Context: an optimization exercise on an open-source flow, tuned for small area, a short achievable clock period and few clock cycles. The choices shown serve that exercise and are no tape-out recipe.
RTL that was checked went through simulation tests only; none was proved equivalent to the original.
Power figures rest on the tool's default switching activity, not on a simulated workload.

==> indigo <==
==> flow/design.v (excerpt) <==
module wbext_framer (
    input  wire        clk,
    input  wire        rst,         
    input  wire        cmd_valid,
    output wire        cmd_ready,
    input  wire [31:0] cmd,
    output reg         resp_valid,
    output reg  [31:0] resp
);
==> flow/config.mk <==
export PLATFORM = sky130hd
export DESIGN_NAME = wbext_framer
export DESIGN_NICKNAME = wbext_framer
export VERILOG_FILES = /design/flow/design.v
export SDC_FILE = /design/flow/constraint.sdc
export NUM_CORES = 4
export LEC_CHECK = 0
export CAP_MARGIN = 20
export CORE_MARGIN = 2
export CORE_UTILIZATION = 55
export SLEW_MARGIN = 20
==> flow/constraint.sdc <==
create_clock -name core_clock -period 12.0 [get_ports {clk}]
set_input_delay 2.4000 -clock core_clock [delete_from_list [all_inputs] [get_ports {clk}]]
set_output_delay 2.4000 -clock core_clock [all_outputs]
set_load 0.01 [all_outputs]
standard.sh (not shown) runs the stock make flow with config.mk's settings and CLKGATE_MAP_FILE= SYNTH_SCRIPT=/design/flow/synth_recipe.tcl, a recipe that flattens the netlist after the stock synthesis.
==> flow/flow/run.sh <==
#!/bin/bash
# Standard ORFS layout (the standard.sh, standard synthesis unchanged) with:
#  - CTS without dummy loads.
# The full make output goes to flow_make.log; ORFS keeps per-step logs in orfs/logs.
set -euo pipefail
MARGIN=$(cat flow/margin.txt)
CTS="$(cat flow/cts_args.txt)"
bash standard.sh "SETUP_SLACK_MARGIN=$MARGIN" "CTS_ARGS=$CTS" finish > flow_make.log 2>&1
==> flow/flow/cts_args.txt <==
-sink_clustering_enable -repair_clock_nets -dont_use_dummy_load -sink_clustering_size 24 -sink_clustering_max_diameter 100
==> flow/flow/margin.txt <==
8.5
==> delta (differences from indigo) <==
--- a/flow/design.v
+++ b/flow/design.v
@@ -22,16 +22,18 @@
         reg [15:0] t;
         begin
             t = c ^ {8'h00, b};
             for (n = 0; n < 8; n = n + 1)
                 t = t[0] ? ((t >> 1) ^ 16'hA001) : (t >> 1);
             crc_step = t;
         end
     endfunction
+    wire [15:0] k46 = crc_step(16'hFFFF, 8'h46);
+    wire [15:0] k60 = crc_step(16'hFFFF, 8'h60);
     wire [15:0] k09 = crc_step(16'hFFFF, 8'h09);
     function [8:0] bclass;
         input [7:0] b;
         begin
             bclass[8] = (b == 8'h46) || (b == 8'h60);
             bclass[7] = (b == 8'h60);
             bclass[6] = (b == 8'h09);
             bclass[5] = (b == 8'h03);
@@ -206,32 +208,27 @@
     wire        b_e5  = ebc[4];
     wire        b_e11 = ebc[3];
     wire        b_e18 = ebc[2];
     wire        b_r14 = ebc[1];
     wire        b_r58 = ebc[0];
     wire        b_eh  = b_e03 | b_e5 | b_e11 | b_e18;
     wire        b_rh  = b_r14 | b_r58;
     wire eng_en = (wrote | rbusy) & (outcome == 2'd0);
-    wire [15:0] a_ccrc = crc_step(ccrc, 8'h00);
-    wire [15:0] a_ffff = crc_step(16'hFFFF, 8'h00);
-    wire [15:0] a_k46  = crc_step(crc_step(16'hFFFF, 8'h46), 8'h00);
-    wire [15:0] a_k60  = crc_step(crc_step(16'hFFFF, 8'h60), 8'h00);
-    wire [15:0] b_eb   = crc_step(16'h0000, eb);
-    reg  [15:0] a_sel;
+    reg [15:0] cx;
     always @(*) begin
-        a_sel = a_ccrc;
+        cx = ccrc;
         case (est)
-            E_START: a_sel = a_ffff;
-            E_SEEK:  a_sel = b_mk ? a_ccrc : a_ffff;
-            E_CMD:   if (!b_09 && !b_eh) a_sel = b_mk ? (mk60 ? a_k60 : a_k46) : a_ffff;
-            default: a_sel = a_ccrc;
+            E_START: cx = 16'hFFFF;
+            E_SEEK:  cx = b_mk ? ccrc : 16'hFFFF;
+            E_CMD:   if (!b_09 && !b_eh) cx = b_mk ? (mk60 ? k60 : k46) : 16'hFFFF;
+            default: cx = ccrc;
         endcase
     end
-    wire [15:0] cnext = a_sel ^ b_eb;
+    wire [15:0] cnext = crc_step((go & xcrcb) ? crc : cx, eb);
     wire [8:0]  epos   = rx_len - {6'd0, rcnt} - 9'd1;    
     wire [8:0]  var_bs = relay ? 9'd11 : (rcmd == 8'h11 ? 9'd8 : 9'd6);
     wire        rmiss  = (est == E_RLY) && (cnt == 3'd0) && !b_rh;
     assign rbusy_set   = wrote && (outcome == 2'd0) && (est == E_RLY) && (cnt == 3'd0) && !(ebc[1] | ebc[0]);
     wire        decide = (est == E_BODY) && (rem == 9'd1);
     wire        crc_ok = (ccrc == {eb, rx_lo});
     wire [1:0] outcome_n =
         (go & xclr) ? 2'd0 :
@@ -330,17 +327,17 @@
                 if (rem == 9'd1)
                     rx_hi <= eb;
                 rem <= rem - 9'd1;
             end
             default: est <= E_START;
             endcase
         end
     end
-    wire [15:0] crc_next = crc_step(crc, 8'h00) ^ b_eb;
+    wire [15:0] crc_next = cnext;
     wire [8:0]  consumed = c_off + total;
     reg [15:0] reg_val;
     always @(*) begin
         case (xa[3:0])
             4'd0:    reg_val = {cmd_err, last_err, 8'h00, late, dec & ~relay, outcome};
             4'd1:    reg_val = {7'd0, rx_len};
             4'd2:    reg_val = dec ? {7'd0, c_off} : 16'd0;
             4'd3:    reg_val = dec ? {7'd0, total} : 16'd0;
CORE_UTILIZATION = 40   (was 55)
==> notes.md <==
Result of the run: delta complete, no violations; indigo complete, no violations
Power drawn by the sequential cells: delta 0.00781 W; indigo 0.00780 W
Layout area overhead: delta 11.9%; indigo 9.41%
Critical R2R Launch: delta ring[35]$_DFF_P_; indigo stall_r$_SDFF_PP0_
Area share of the leading cell type in the synthesized netlist: delta 75.6%; indigo 75.3%
Router iterations before antenna repair: delta 6; indigo 5
Gate count after technology mapping: delta 3,740; indigo 3,731
Met3 track utilization from global routing: delta 2.39%; indigo 3.56%
Met2 layer usage reported by global route: delta 19.1%; indigo 27.3%
Critical path required time: delta 12.66 ns; indigo 9.60 ns
Via count of the first global-routing pass: delta 26.3k; indigo 27.1k
Fin crit share: delta 31.3%; indigo 30.2%
Instance count on the critical path: delta 13; indigo 1
Worst-case reg-to-reg path depth: delta 13; indigo 7
DRC violation total after the first TritonRoute iteration: delta 1,981; indigo 1,507
Share of final layout cell area taken by non-clock buffers: delta 2.27%; indigo 1.75%
Number of gates given a new drive strength after cts: delta 239; indigo 175
Testbench counts of delta, summed over its fixed seeds: cycles 16,322.
Only the layout flow was run in indigo; the RTL was not checked for function there.

* * *

==> run a <==
Another version of the RTL of wbext_framer (not shown whole).
==> flow/design.v (excerpt) <==
module wbext_framer (
    input  wire        clk,
    input  wire        rst,         
    input  wire        cmd_valid,
    output wire        cmd_ready,
    input  wire [31:0] cmd,
    output reg         resp_valid,
    output reg  [31:0] resp
);
clock: 12.0 ns
lec_check: 0
cap_margin: 20
core_margin: 2
core_utilization: 65
slew_margin: 20
Scripts as last shown in full above: flow/flow/run.sh, flow/flow/cts_args.txt, flow/flow/margin.txt
==> run b (differences from run a) <==
--- a/flow/design.v
+++ b/flow/design.v
@@ -137,28 +137,28 @@
     wire d_lkup  = (d_op == 8'h05) && d_b8;
     wire d_rdreg = (d_op == 8'h06) && d_rok && !d_x;
     wire d_rdrx  = (d_op == 8'h07) && d_rok && !d_x;
     wire d_regbad = d_rdreg && (!d_ahz || d_a9 > 9'd9);
     wire d_ill   = !(d_nop | d_clr | d_push | d_crci | d_crcb | d_lkup | d_rdreg | d_rdrx);
     wire        d_kbig = !d_ahz || (d_a9 >= CAP);
     wire [8:0]  d_arg  = d_a9;
-    wire [8:0]  relsel = first_go ? 9'd0 : rel;
-    wire [9:0]  d_t    = {1'b0, relsel} - {1'b0, d_arg};
+    wire [9:0]  d_t    = {1'b0, rel} - {1'b0, d_arg};
     wire [9:0]  d_t2   = d_t + 10'd266;
-    wire [8:0]  d_d    = d_t[9] ? d_t2[8:0] : d_t[8:0];
-    wire        d_inr  = d_kbig | (d_d < NT);
+    wire [8:0]  d_d1   = d_t[9] ? d_t2[8:0] : d_t[8:0];
+    wire [8:0]  d_d    = first_go ? 9'd0 : d_d1;
+    wire        d_inr  = first_go | d_kbig | (d_d1 < NT);
     wire inr_hold  = xkbig | (xd == CAP - 1) | (xd < NT - 1);
     wire xv_n      = stall ? xv    : fv0;
     wire xpush_n   = stall ? xpush : (fv0 & d_push);
     wire xrdrx_n   = stall ? xrdrx : (fv0 & d_rdrx);
     wire xinr_n    = stall ? inr_hold : d_inr;
     wire len0_n    = (go & xclr) | (len0 & ~wrote);
-    wire [8:0] rel_n    = first_go ? 9'd1 : ((rel == CAP - 1) ? 9'd0 : rel + 9'd1);
-    wire [8:0] rx_len_n = (go & xclr) ? 9'd0 : rx_len + {8'd0, wrote};
-    wire al_n      = (rel_n == rx_len_n);
+    wire [8:0] rel_p1   = (rel == CAP - 1) ? 9'd0 : rel + 9'd1;
+    wire [8:0] rel_n    = first_go ? 9'd1 : rel_p1;
+    wire al_n      = wrote | (rel_p1 == rx_len);
     wire rbusy_set;
     wire rbusy_n   = rbusy_set | (rbusy & (rcnt != 3'd1));
     wire stall_n   = xv_n & (rbusy_n | (xpush_n & ~len0_n & ~al_n & can_write) |
                              (xrdrx_n & ~xinr_n));
     always @(posedge clk) begin
         if (rst_r) begin
             stall_r <= 1'b0;
@@ -232,16 +232,17 @@
     wire [8:0]  var_bs = relay ? 9'd11 : (rcmd == 8'h11 ? 9'd8 : 9'd6);
     function mkb;
         input [7:0] b;
         mkb = (b == 8'h46) || (b == 8'h60);
     endfunction
     wire        rquiet = !(mkb(ring[0 +: 8]) | mkb(ring[8 +: 8]) | mkb(ring[16 +: 8]) | mkb(ring[24 +: 8]));
     wire        rmiss  = (est == E_RLY) && (cnt == 3'd0) && !b_rh && !(rquiet && !b_mk);
+    wire [8:0]  xbcl   = bclass(xa[7:0]);
     assign rbusy_set   = wrote && (outcome == 2'd0) && (est == E_RLY) && (cnt == 3'd0) &&
-                         !(ebc[1] | ebc[0]) && !(rquiet && !ebc[8]);
+                         !(xbcl[1] | xbcl[0]) && !(rquiet && !xbcl[8]);
     wire        decide = (est == E_BODY) && (rem == 9'd1);
     wire        crc_ok = (ccrc == {eb, rx_lo});
     wire [1:0] outcome_n =
         (go & xclr) ? 2'd0 :
         (go & xpush & (outcome == 2'd0) & full) ? 2'd3 :
         (eng_en & decide) ? (crc_ok ? 2'd1 : 2'd2) : outcome;
     wire late_n = (go & xclr) ? 1'b0 :
==> flow/flow/run.sh (replaced) <==
#!/bin/bash
# Standard ORFS layout (the standard.sh, standard synthesis unchanged) with:
#  - CTS arguments from flow/cts_args.txt (no dummy loads, sink clustering);
#  - port buffers of the smallest buffer cell (repair resizes them as needed).
# The full make output goes to flow_make.log; ORFS keeps per-step logs in orfs/logs.
set -euo pipefail
MARGIN=$(cat flow/margin.txt)
CTS="$(cat flow/cts_args.txt)"
bash standard.sh "SETUP_SLACK_MARGIN=$MARGIN" "CTS_ARGS=$CTS" \
  "BUFFER_PORTS_ARGS=-buffer_cell sky130_fd_sc_hd__buf_1" finish > flow_make.log 2>&1
==> flow/flow/cts_args.txt (replaced) <==
-sink_clustering_enable -repair_clock_nets -dont_use_dummy_load -sink_clustering_size 28 -sink_clustering_max_diameter 80
==> flow/flow/margin.txt (replaced) <==
8.8
- CORE_UTILIZATION: 65 -> 55
==> run c (differences from run a) <==
--- a/flow/design.v
+++ b/flow/design.v
@@ -23,14 +23,16 @@
         begin
             t = c ^ {8'h00, b};
             for (n = 0; n < 8; n = n + 1)
                 t = t[0] ? ((t >> 1) ^ 16'hA001) : (t >> 1);
             crc_step = t;
         end
     endfunction
+    wire [15:0] k46 = crc_step(16'hFFFF, 8'h46);
+    wire [15:0] k60 = crc_step(16'hFFFF, 8'h60);
     wire [15:0] k09 = crc_step(16'hFFFF, 8'h09);
     function [8:0] bclass;
         input [7:0] b;
         begin
             bclass[8] = (b == 8'h46) || (b == 8'h60);
             bclass[7] = (b == 8'h60);
             bclass[6] = (b == 8'h09);
@@ -207,41 +209,29 @@
     wire        b_e11 = ebc[3];
     wire        b_e18 = ebc[2];
     wire        b_r14 = ebc[1];
     wire        b_r58 = ebc[0];
     wire        b_eh  = b_e03 | b_e5 | b_e11 | b_e18;
     wire        b_rh  = b_r14 | b_r58;
     wire eng_en = (wrote | rbusy) & (outcome == 2'd0);
-    wire [15:0] a_ccrc = crc_step(ccrc, 8'h00);
-    wire [15:0] a_ffff = crc_step(16'hFFFF, 8'h00);
-    wire [15:0] a_k46  = crc_step(crc_step(16'hFFFF, 8'h46), 8'h00);
-    wire [15:0] a_k60  = crc_step(crc_step(16'hFFFF, 8'h60), 8'h00);
-    wire [15:0] b_eb   = crc_step(16'h0000, eb);
-    reg  [15:0] a_sel;
+    reg [15:0] cx;
     always @(*) begin
-        a_sel = a_ccrc;
+        cx = ccrc;
         case (est)
-            E_START: a_sel = a_ffff;
-            E_SEEK:  a_sel = b_mk ? a_ccrc : a_ffff;
-            E_RLY:   if (cnt == 3'd0 && !b_rh) a_sel = a_ffff;
-            E_CMD:   if (!b_09 && !b_eh) a_sel = b_mk ? (mk60 ? a_k60 : a_k46) : a_ffff;
-            default: a_sel = a_ccrc;
+            E_START: cx = 16'hFFFF;
+            E_SEEK:  cx = b_mk ? ccrc : 16'hFFFF;
+            E_CMD:   if (!b_09 && !b_eh) cx = b_mk ? (mk60 ? k60 : k46) : 16'hFFFF;
+            default: cx = ccrc;
         endcase
     end
-    wire [15:0] cnext = a_sel ^ b_eb;
+    wire [15:0] cnext = crc_step((go & xcrcb) ? crc : cx, eb);
     wire [8:0]  epos   = rx_len - {6'd0, rcnt} - 9'd1;    
     wire [8:0]  var_bs = relay ? 9'd11 : (rcmd == 8'h11 ? 9'd8 : 9'd6);
-    function mkb;
-        input [7:0] b;
-        mkb = (b == 8'h46) || (b == 8'h60);
-    endfunction
-    wire        rquiet = !(mkb(ring[0 +: 8]) | mkb(ring[8 +: 8]) | mkb(ring[16 +: 8]) | mkb(ring[24 +: 8]));
-    wire        rmiss  = (est == E_RLY) && (cnt == 3'd0) && !b_rh && !(rquiet && !b_mk);
-    assign rbusy_set   = wrote && (outcome == 2'd0) && (est == E_RLY) && (cnt == 3'd0) &&
-                         !(ebc[1] | ebc[0]) && !(rquiet && !ebc[8]);
+    wire        rmiss  = (est == E_RLY) && (cnt == 3'd0) && !b_rh;
+    assign rbusy_set   = wrote && (outcome == 2'd0) && (est == E_RLY) && (cnt == 3'd0) && !(ebc[1] | ebc[0]);
     wire        decide = (est == E_BODY) && (rem == 9'd1);
     wire        crc_ok = (ccrc == {eb, rx_lo});
     wire [1:0] outcome_n =
         (go & xclr) ? 2'd0 :
         (go & xpush & (outcome == 2'd0) & full) ? 2'd3 :
         (eng_en & decide) ? (crc_ok ? 2'd1 : 2'd2) : outcome;
     wire late_n = (go & xclr) ? 1'b0 :
@@ -308,17 +298,14 @@
                     est  <= E_PRE;
                 end else if (b_r58) begin
                     ccrc  <= cnext;
                     rcmd  <= eb;
                     total <= 9'd14;
                     rem   <= 9'd6;
                     est   <= E_BODY;
-                end else if (rquiet && !b_mk) begin
-                    ccrc  <= cnext;
-                    est   <= E_SEEK;
                 end else begin
                     ccrc  <= k09;
                     est   <= E_SEEK;
                     rbusy <= 1'b1;
                     rcnt  <= 3'd5;
                 end
             end
@@ -341,15 +328,15 @@
                     rx_hi <= eb;
                 rem <= rem - 9'd1;
             end
             default: est <= E_START;
             endcase
         end
     end
-    wire [15:0] crc_next = crc_step(crc, 8'h00) ^ b_eb;
+    wire [15:0] crc_next = cnext;
     wire [8:0]  consumed = c_off + total;
     reg [15:0] reg_val;
     always @(*) begin
         case (xa[3:0])
             4'd0:    reg_val = {cmd_err, last_err, 8'h00, late, dec & ~relay, outcome};
             4'd1:    reg_val = {7'd0, rx_len};
             4'd2:    reg_val = dec ? {7'd0, c_off} : 16'd0;
==> flow/flow/cts_args.txt (replaced) <==
-sink_clustering_enable -repair_clock_nets -dont_use_dummy_load -sink_clustering_size 28 -sink_clustering_max_diameter 70
- CORE_UTILIZATION: 65 -> 40
==> flow_summary.ini <==
[die]
initial_core_util_pct = 55.6
die_w_um = 331

[clocking]
ctsResizeCount = 128

[global_routing]
grt.busiest_layer = met2

[synth]
ys_seq_area_share_pct = 81.3
synthSimpleGateAreaFrac_pct = 4.53

[run_status]
status = no timing/DRC/antenna violations

[cells_and_area]
nMultiInputCombCells = 1290
finalNetCount = 4030
buffers = 133

[sta]
post-route-period-util_pct = 30.1
fin_ws_ns = 8.38

[route]
dr.pass1.iters = 7

[power]
finalPower_uw = 11800

[worst_setup_path]
worstSetupEndpointType = output pin
The numbers above come from run b.

==> flow_summary.ini <==
[synth]
synthSimpleGateAreaFrac_pct = 4.41
ys_seq_area_share_pct = 81.2

[run_status]
status = no timing/DRC/antenna violations

[power]
finalPower_uw = 12000

[global_routing]
grt.busiest_layer = met2

[cells_and_area]
nMultiInputCombCells = 1244

[die]
initial_core_util_pct = 65.4

[route]
dr_wl_met2_mm = 56.1
dr.pass1.iters = 5

[worst_setup_path]
worstSetupEndpointType = register

[clocking]
ctsResizeCount = 193

[sta]
fin_ws_ns = 8.30
post-route-period-util_pct = 30.8
The numbers above come from run a.

==> flow_summary.ini <==
[run_status]
status = no timing/DRC/antenna violations

[power]
finalPower_uw = 12000

[placed_design]
hpwl_mm = 59.9
numPlacedInstances = 5640

[synth]
ys_ff_latch = 2325
ys_seq_area_share_pct = 81.6

[cells_and_area]
nMultiInputCombCells = 1253
buffers = 168
finalNetCount = 4021

[clocking]
ctsResizeCount = 246

[die]
die_w_um = 386
initial_core_util_pct = 40.2

[sta]
fin_ws_ns = 8.29
post-route-period-util_pct = 30.9

[worst_setup_path]
worstSetupEndpointType = register

[global_routing]
grt.busiest_layer = met1
The numbers above come from run c.

Testbench counts of run b, summed over its fixed seeds: cycles 16,056.
Testbench counts of run c, summed over its fixed seeds: cycles 16,322.
The RTL of run a was laid out without a check of its function.

[separate check: timing with driven ports]
The flow's constraints put no driver on any port. The routed layouts listed below were extracted and timed again, unchanged, in two steps.
Step 1 (the two cells are an assumption about what drives the block):
set clk [get_ports {clk}]
set_driving_cell -lib_cell sky130_fd_sc_hd__clkbuf_16 $clk
set_driving_cell -lib_cell sky130_fd_sc_hd__buf_2 [delete_from_list [all_inputs] $clk]
Step 2 times the ports against the registers' clock, not the clock port: input delays grow and output delays shrink by t, the midpoint of the rising clock arrivals with the driver on.
a / b / c = ideal ports / drivers / drivers and shift; a / b = the first two.
run | t (ns) | slack for setup (ns) | cell pins on the clock port's net
indigo | 0.742 | 8.375 / 8.308 / 8.071 | 1
delta | 0.786 | 8.238 / 8.238 / 8.203 | 1
run a | 0.755 | 8.302 / 8.302 / 8.267 | 1
run b | 0.737 | 8.382 / 8.310 / 8.449 | 1
run c | 0.795 | 8.289 / 8.234 / 8.210 | 1
After both steps setup and hold are still met in every run listed. The setup slack of indigo, which loses most, moves by -0.067 ns with the drivers and by -0.304 ns with both steps.
